From an optimization exercise on the open Yosys and OpenROAD flow, aimed at a short achievable clock period and few clock cycles; shortcuts taken in it are not production practice.
RTL that was checked went through simulation tests only; none was proved equivalent to the original.
No activity file was given, so power comes from the tool's default toggle rates.

==> exp/willow <==
## idxfp
module idxfp (
    input             clk,
    input             rst,             
    input             reset_capable,   
    input             poll,
    input      [31:0] now,
    output            busy,
    input             rx_avail,
    input       [7:0] rx_data,
    output            rx_pop,
    output            rdr_rst_n,
    output            ev_read,
    output            ev_remove,
    output     [39:0] ev_tag,
    input             cfg_req,
    input             cfg_we,
    input       [1:0] cfg_addr,
    input      [31:0] cfg_wdata,
    output     [31:0] cfg_rdata
);
    reg         rc;          
    reg         act;         
    reg         pe;          
    reg         pq;          
    reg  [3:0]  cnt;         
    reg         seen;        
    reg         f_rt;        
    reg         f_exp;       
    reg         nr, nm;      
    reg         np;          
    reg  [11:0] dl_lo;       
    reg  [20:0] now_hi;      
    reg  [11:0] dl_mid;      
    reg  [47:0] fb;          
    reg  [7:0]  syn;         
    reg  [4:0]  eqb;         
    reg  [3:0]  hold;
    reg  [3:0]  ncnt;
    reg         fd_err;
    reg         in_frame;
    reg  [1:0]  pstate;
    reg  [32:0] deadline;
    reg  [39:0] last_tag;
    reg  [31:0] wait_r;
    reg  [1:0]  ev_en;
    reg  [3:0]  errstat;
  ...
==> flow/config.mk <==
export PLATFORM = sky130hd
export DESIGN_NAME = idxfp
export DESIGN_NICKNAME = idxfp
export VERILOG_FILES = /design/flow/design.v
export SDC_FILE = /design/flow/constraint.sdc
export NUM_CORES = 4
export LEC_CHECK = 0
export CAP_MARGIN = 20
export CORE_MARGIN = 2
export CORE_UTILIZATION = 40
export SETUP_SLACK_MARGIN = 2.7
export SLEW_MARGIN = 20
export SYNTH_HIERARCHICAL = 1
==> flow/constraint.sdc <==
create_clock -name core_clock -period 5.0 [get_ports {clk}]
set_input_delay 1.0000 -clock core_clock [delete_from_list [all_inputs] [get_ports {clk}]]
set_output_delay 1.0000 -clock core_clock [all_outputs]
set_load 0.01 [all_outputs]
run.sh (not shown) runs the stock make flow with config.mk's settings and CLKGATE_MAP_FILE= SYNTH_SCRIPT=/design/flow/synth_recipe.tcl, a recipe that flattens the netlist after the stock synthesis.
==> exp/amber (differences from exp/willow) <==
--- a/flow/design.v
+++ b/flow/design.v
@@ -17,15 +17,14 @@
     input       [1:0] cfg_addr,
     input      [31:0] cfg_wdata,
     output     [31:0] cfg_rdata
 );
     reg         rc;          
     reg         act;         
     reg         pe;          
-    reg         pq;          
     reg  [3:0]  cnt;         
     reg         seen;        
     reg         f_rt;        
     reg         f_exp;       
     reg         nr, nm;      
     reg         np;          
     reg  [11:0] dl_lo;       
@@ -42,26 +41,28 @@
     reg  [32:0] deadline;
     reg  [39:0] last_tag;
     reg  [31:0] wait_r;
     reg  [1:0]  ev_en;
     reg  [3:0]  errstat;
     reg  [31:0] cfg_rdata_q;
     wire        take = pe && rx_avail;    
+    wire        settled = fd_err || (syn != 8'd0) || (seen && (&eqb));
+    wire        last_ok = (cnt == 4'd15) && settled;
     assign rx_pop    = take;
     assign busy      = act;
-    assign ev_read   = nr && !(pq && rx_avail);
-    assign ev_remove = nm && !(pq && rx_avail);
+    assign ev_read   = nr && !(take && !last_ok);
+    assign ev_remove = nm && !(take && !last_ok);
     assign rdr_rst_n = !np;
     assign ev_tag    = last_tag;
     assign cfg_rdata = cfg_rdata_q;
     wire        exp_ge;
     wire [11:0] dl_lo_n;
     wire [11:0] dl_mid_n;
     wire [10:0] dl_top;
-    wire        rc_n, act_n, pe_n, pq_n, seen_n, f_rt_n, f_exp_n, nr_n, nm_n, np_n;
+    wire        rc_n, act_n, pe_n, seen_n, f_rt_n, f_exp_n, nr_n, nm_n, np_n;
     wire        act_a, act_b, f_exp_a, f_exp_b, nm_a, nm_b;
     wire [3:0]  cnt_n;
     wire [11:0] dl_lo_q_n;
     wire [20:0] now_hi_n;
     wire [47:0] fb_n;
     wire [7:0]  syn_n;
     wire [4:0]  eqb_n;
@@ -83,20 +84,20 @@
         .dl_lo_n(dl_lo_n), .dl_mid_n(dl_mid_n), .dl_top(dl_top)
     );
     idxfp_next u_next (
         .rst(rst), .reset_capable(reset_capable), .poll(poll), .now(now),
         .rx_avail(rx_avail), .d(rx_data),
         .cfg_req(cfg_req), .cfg_we(cfg_we), .cfg_addr(cfg_addr), .cfg_wdata(cfg_wdata),
         .dl_lo_sum(dl_lo_n), .dl_top(dl_top),
-        .rc(rc), .act(act), .pe(pe), .pq(pq), .cnt(cnt), .seen(seen), .f_rt(f_rt), .f_exp(f_exp),
+        .rc(rc), .act(act), .pe(pe), .cnt(cnt), .seen(seen), .f_rt(f_rt), .f_exp(f_exp),
         .nr(nr), .nm(nm), .np(np), .dl_lo(dl_lo), .now_hi(now_hi), .dl_mid(dl_mid),
         .fb(fb), .syn(syn), .eqb(eqb), .hold(hold), .ncnt(ncnt), .fd_err(fd_err), .in_frame(in_frame),
         .pstate(pstate), .deadline(deadline), .last_tag(last_tag),
         .wait_r(wait_r), .ev_en(ev_en), .errstat(errstat), .cfg_rdata_q(cfg_rdata_q),
-        .rc_n(rc_n), .act_n(act_b), .pe_n(pe_n), .pq_n(pq_n), .cnt_n(cnt_n), .seen_n(seen_n),
+        .rc_n(rc_n), .act_n(act_b), .pe_n(pe_n), .cnt_n(cnt_n), .seen_n(seen_n),
         .f_rt_n(f_rt_n), .f_exp_n(f_exp_b), .nr_n(nr_n), .nm_n(nm_b), .np_n(np_n),
         .act_a(act_a), .f_exp_a(f_exp_a), .nm_a(nm_a),
         .dl_lo_q_n(dl_lo_q_n), .now_hi_n(now_hi_n),
         .fb_n(fb_n), .syn_n(syn_n), .eqb_n(eqb_n), .hold_n(hold_n), .ncnt_n(ncnt_n), .fd_err_n(fd_err_n),
         .in_frame_n(in_frame_n), .pstate_n(pstate_n), .deadline_n(deadline_n),
         .last_tag_n(last_tag_n), .wait_n(wait_n), .ev_en_n(ev_en_n),
         .errstat_n(errstat_n), .cfg_rdata_n(cfg_rdata_n)
@@ -105,15 +106,14 @@
         .ge(exp_ge), .a({act_a, f_exp_a, nm_a}), .b({act_b, f_exp_b, nm_b}),
         .y({act_n, f_exp_n, nm_n})
     );
     always @(posedge clk) begin
         rc          <= rc_n;
         act         <= act_n;
         pe          <= pe_n;
-        pq          <= pq_n;
         cnt         <= cnt_n;
         seen        <= seen_n;
         f_rt        <= f_rt_n;
         f_exp       <= f_exp_n;
         nr          <= nr_n;
         nm          <= nm_n;
         np          <= np_n;
@@ -188,49 +188,28 @@
     output [11:0] dl_mid_n,
     output [10:0] dl_top
 );
     assign dl_lo_n  = {1'b0, now_lo} + {1'b0, wait_r[10:0]};
     assign dl_mid_n = {1'b0, now_hi[10:0]} + {1'b0, wait_r[21:11]} + {11'd0, dl_lo[11]};
     assign dl_top   = now_hi[20:11] + wait_r[31:22] + {9'd0, dl_mid[11]};
 endmodule
-module idxfp_cls (
-    input      [7:0] d,
-    input     [39:0] ch,
-    output           c_stx,
-    output           c_etx,
-    output           c_hex,
-    output           c_inv,
-    output     [3:0] nib,
-    output     [4:0] d_eq
-);
-    wire c_pad  = (d == 8'h0D) || (d == 8'h0A);
-    wire c_hexd = (d[7:4] == 4'h3) && (!d[3] || (d[2:1] == 2'b00));
-    wire c_hexl = (d[7:3] == 5'b01000) && (d[2:0] != 3'd0) && (d[2:0] != 3'd7);
-    assign c_stx = (d == 8'h02);
-    assign c_etx = (d == 8'h03);
-    assign c_hex = c_hexd || c_hexl;
-    assign c_inv = !(c_stx || c_etx || c_pad || c_hex);
-    assign nib   = c_hexd ? d[3:0] :
-                   {1'b1, (d[2:0] >= 3'd3), (d[2:0] == 3'd1 || d[2:0] == 3'd2 || d[2:0] == 3'd5 || d[2:0] == 3'd6), !d[0]};
-    assign d_eq  = {d == ch[7:0], d == ch[15:8], d == ch[23:16], d == ch[31:24], d == ch[39:32]};
-endmodule
 module idxfp_next (
     input             rst,
     input             reset_capable,
     input             poll,
     input      [31:0] now,
     input             rx_avail,
     input       [7:0] d,
     input             cfg_req,
     input             cfg_we,
     input       [1:0] cfg_addr,
     input      [31:0] cfg_wdata,
     input      [11:0] dl_lo_sum,
     input      [10:0] dl_top,
-    input             rc, act, pe, pq,
+    input             rc, act, pe,
     input       [3:0] cnt,
     input             seen, f_rt, f_exp, nr, nm, np,
     input      [11:0] dl_lo,
     input      [20:0] now_hi,
     input      [11:0] dl_mid,
     input      [47:0] fb,
     input       [7:0] syn,
@@ -240,15 +219,15 @@
     input       [1:0] pstate,
     input      [32:0] deadline,
     input      [39:0] last_tag,
     input      [31:0] wait_r,
     input       [1:0] ev_en,
     input       [3:0] errstat,
     input      [31:0] cfg_rdata_q,
-    output reg        rc_n, act_n, pe_n, pq_n,
+    output reg        rc_n, act_n, pe_n,
     output reg  [3:0] cnt_n,
     output reg        seen_n, f_rt_n, f_exp_n, nr_n, nm_n, np_n,
     output reg [11:0] dl_lo_q_n,
     output reg [20:0] now_hi_n,
     output reg [47:0] fb_n,
     output reg  [7:0] syn_n,
     output reg  [4:0] eqb_n,
@@ -263,22 +242,23 @@
     output reg [31:0] cfg_rdata_n,
     output            act_a, f_exp_a, nm_a
 );
     localparam [31:0] WAIT_RESET = 32'd1000;
     localparam [1:0] P_IDLE    = 2'd0;
     localparam [1:0] P_SETTLED = 2'd1;
     localparam [1:0] P_AWAIT   = 2'd2;
-    wire       c_stx, c_etx, c_hex, c_inv;
-    wire [4:0] d_eq;
-    wire [3:0] nib;
-    wire [39:0] lt_ch;
-    idxfp_cls u_cls (
-        .d(d), .ch(lt_ch), .c_stx(c_stx), .c_etx(c_etx), .c_hex(c_hex),
-        .c_inv(c_inv), .nib(nib), .d_eq(d_eq)
-    );
+    wire c_stx  = (d == 8'h02);
+    wire c_etx  = (d == 8'h03);
+    wire c_pad  = (d == 8'h0D) || (d == 8'h0A);
+    wire c_hexd = (d[7:4] == 4'h3) && (!d[3] || (d[2:1] == 2'b00));
+    wire c_hexl = (d[7:3] == 5'b01000) && (d[2:0] != 3'd0) && (d[2:0] != 3'd7);
+    wire c_hex  = c_hexd || c_hexl;
+    wire c_inv  = !(c_stx || c_etx || c_pad || c_hex);
+    wire [3:0] nib = c_hexd ? d[3:0] :
+                     {1'b1, (d[2:0] >= 3'd3), (d[2:0] == 3'd1 || d[2:0] == 3'd2 || d[2:0] == 3'd5 || d[2:0] == 3'd6), !d[0]};
     wire       ok     = !fd_err;
     wire       n12    = (ncnt == 4'd12);
     wire       inc    = ok && !n12;           
     wire       ovf    = ok && n12;            
     wire       hsel   = inc && !ncnt[0];      
     wire       tag_ok = ok && (syn == 8'd0);
     wire       wr     = c_hex && inc && ncnt[0];   
@@ -292,55 +272,26 @@
         3'd4:    fb_old = fb[15:8];
         default: fb_old = fb[7:0];
         endcase
     end
     wire       take   = pe && rx_avail;       
     wire       endc   = act && !take;         
     wire       dec    = take && c_etx && tag_ok;
-    wire       fin16  = take && !pq;
-    genvar g;
-    generate
-        for (g = 0; g < 5; g = g + 1) begin : ltc
-            wire [3:0] v = last_tag[35 - 8 * g -: 4];
-            assign lt_ch[39 - 8 * g -: 8] = (v < 4'd10) ? (8'h30 + {4'd0, v})
-                                                        : (8'h37 + {4'd0, v});
-        end
-    endgenerate
-    wire [4:0] eq_new;
-    generate
-        for (g = 0; g < 5; g = g + 1) begin : eqn
-            assign eq_new[g] = (hold == last_tag[39 - 8 * g -: 4]) && d_eq[g];
-        end
-    endgenerate
-    reg  [4:0] sel_oh;                        
-    always @* begin
-        case (ncnt[3:1])
-        3'd0:    sel_oh = 5'b00001;
-        3'd1:    sel_oh = 5'b00010;
-        3'd2:    sel_oh = 5'b00100;
-        3'd3:    sel_oh = 5'b01000;
-        3'd4:    sel_oh = 5'b10000;
-        default: sel_oh = 5'b00000;
-        endcase
-    end
-    wire       can_wr  = inc && ncnt[0] && (ncnt[3:1] <= 3'd4);
-    wire       eqall_n = dec || (&eqb && !(can_wr && c_hex)) ||
-                         (can_wr && (&(eqb | sel_oh)) && (|(eq_new & sel_oh)));
+    wire       fin16  = take && (cnt == 4'd15) && (!tag_ok || (seen && (&eqb)));
     wire       seen_b = seen || dec;
     wire may_exp = rc && (pstate == P_AWAIT);
     wire exp_new = 1'b0;                      
     assign act_a   = !rst && poll && may_exp;
     assign f_exp_a = !rst && poll && may_exp;
     assign nm_a    = !rst && poll && may_exp && ev_en[1];
     integer i;
     always @* begin
         rc_n        = rc;
         act_n       = act;
         pe_n        = pe;
-        pq_n        = pq;
         cnt_n       = cnt;
         seen_n      = seen;
         f_rt_n      = f_rt;
         f_exp_n     = f_exp;
         nr_n        = nr;
         nm_n        = nm;
         np_n        = np;
@@ -360,15 +311,14 @@
         ev_en_n     = ev_en;
         errstat_n   = errstat;
         cfg_rdata_n = cfg_rdata_q;
         if (rst) begin
             rc_n        = reset_capable;
             act_n       = 1'b0;
             pe_n        = 1'b0;
-            pq_n        = 1'b0;
             cnt_n       = 4'd0;
             seen_n      = 1'b0;
             f_rt_n      = 1'b0;
             f_exp_n     = 1'b0;
             nr_n        = 1'b0;
             nm_n        = 1'b0;
             np_n        = 1'b0;
@@ -396,15 +346,14 @@
                 end else if (f_exp) begin
                     pstate_n = P_IDLE;
                 end
             end
             if (poll) begin
                 act_n     = rx_avail || exp_new;
                 pe_n      = rx_avail;
-                pq_n      = rx_avail;
                 cnt_n     = 4'd0;
                 seen_n    = 1'b0;
                 dl_lo_q_n = dl_lo_sum;
                 now_hi_n  = now[31:11];
                 f_rt_n    = ev_en[0] && (!rc || pstate != P_AWAIT);
                 f_exp_n   = exp_new;
                 nr_n      = 1'b0;
@@ -413,25 +362,23 @@
             end else if (take) begin
                 cnt_n  = cnt + 4'd1;
                 pe_n   = (cnt != 4'd15);
                 seen_n = seen_b;
                 nr_n   = seen_b && f_rt;
                 np_n   = seen_b && rc;
                 nm_n   = !seen_b && f_exp && ev_en[1];
-                pq_n   = (cnt != 4'd15);
                 if (fin16) begin
                     act_n = 1'b0;
                     nr_n  = 1'b0;
                     nm_n  = 1'b0;
                     np_n  = 1'b0;
                 end
             end else if (endc) begin
                 act_n = 1'b0;
                 pe_n  = 1'b0;
-                pq_n  = 1'b0;
                 nr_n  = 1'b0;
                 nm_n  = 1'b0;
                 np_n  = 1'b0;
             end
             if (cfg_req) begin
                 if (cfg_we) begin
                     case (cfg_addr)
@@ -466,19 +413,17 @@
                 for (i = 0; i < 6; i = i + 1)
                     if (c_hex && inc && ncnt == 2 * i + 1)
                         fb_n[47 - 8 * i -: 8] = {hold, nib};
                 if (wr)
                     syn_n = syn ^ fb_old ^ {hold, nib};
                 for (i = 0; i < 5; i = i + 1)
                     if (c_hex && inc && ncnt == 2 * i + 1)
-                        eqb_n[i] = eq_new[i];
+                        eqb_n[i] = ({hold, nib} == last_tag[39 - 8 * i -: 8]);
                 if (dec)
                     eqb_n = 5'h1f;
-                if (cnt == 4'd14 && (fd_err_n || (seen_b && eqall_n)))
-                    pq_n = 1'b0;
                 if (dec)
                     last_tag_n = fb[47:8];
                 if (in_frame) begin
                     if (c_etx && ok && !tag_ok) errstat_n[0] = 1'b1;
                     if (c_stx)                  errstat_n[1] = 1'b1;
                     if (c_inv && ok)            errstat_n[2] = 1'b1;
                     if (c_hex && ovf)           errstat_n[3] = 1'b1;
==> summary.txt <==
- Status: no timing/DRC/antenna violations
- Crit path depth: 11
- Most used cell, CP: buf_12
- Post-Synth Simple-Gate Area: between 10% and 20%
- M1 GR Usage: roughly 28%
- Metal-1 WL: around 19000 um
- Setup crit end kind: register
- CTS Buf Count: 30
- FP Rows: between 60 and 70
- Pwr Density: roughly 270 nW/um2
- Routed WL: 43900 um
- Post-Place Cells: roughly 2.2k
- Fraction of area in non-clock buffers: between 10 and 15%
- Crit share post-route: around 52%
- Critical path buffers and inverters: 4
- Layout cell share with drive strength beyond 1: roughly a fifth
The numbers above come from exp/willow.

==> summary.txt <==
- CTS Buf Count: 31
- Pwr Density: 295 nW/um2
- Crit share post-route: 53.9%
- Fraction of area in non-clock buffers: a little under an eighth
- Status: no timing/DRC/antenna violations
- Post-Place Cells: 2074
- Setup crit end kind: output pin
- Critical path buffers and inverters: 2
- Routed WL: 37600 um
- Metal-1 WL: about 18000 um
- Post-Synth Simple-Gate Area: a little under a fifth
The numbers above come from exp/amber.

Testbench counts of exp/amber, summed over its fixed seeds: cycles 53,321.
No functional check of the RTL was part of exp/willow.

[afterwards: timing with drivers on the ports]
Ports are ideal in the flow. The routed layouts listed here were re-timed in OpenROAD.
Step 1: set_driving_cell puts a clkbuf_16 on clk and a buf_2 on each other input, an assumption about the parent block.
Step 2, shift: input delay + t, output delay - t, t = (earliest + latest rising clock arrival at the registers) / 2. This alone moves slack from input paths to output paths.
a / b / c = ideal ports / drivers / drivers and shift; a / b = the first two.
run | t (ns) | slack for setup (ns) | worst setup path after step 2 | latest minus earliest clock arrival (ns) | worst data-port slew with drivers (ns)
exp/willow | 0.603 | 2.397 / 2.391 / 1.788 | input to register | 0.017 / 0.017 | 0.07
exp/amber | 0.591 | 2.303 / 2.260 / 2.133 | input to register | 0.009 / 0.009 | 0.06
After both steps setup and hold are still met in every run listed. For exp/willow, which loses most, drivers alone change the setup slack by -0.006 ns; drivers and shift together by -0.609 ns.
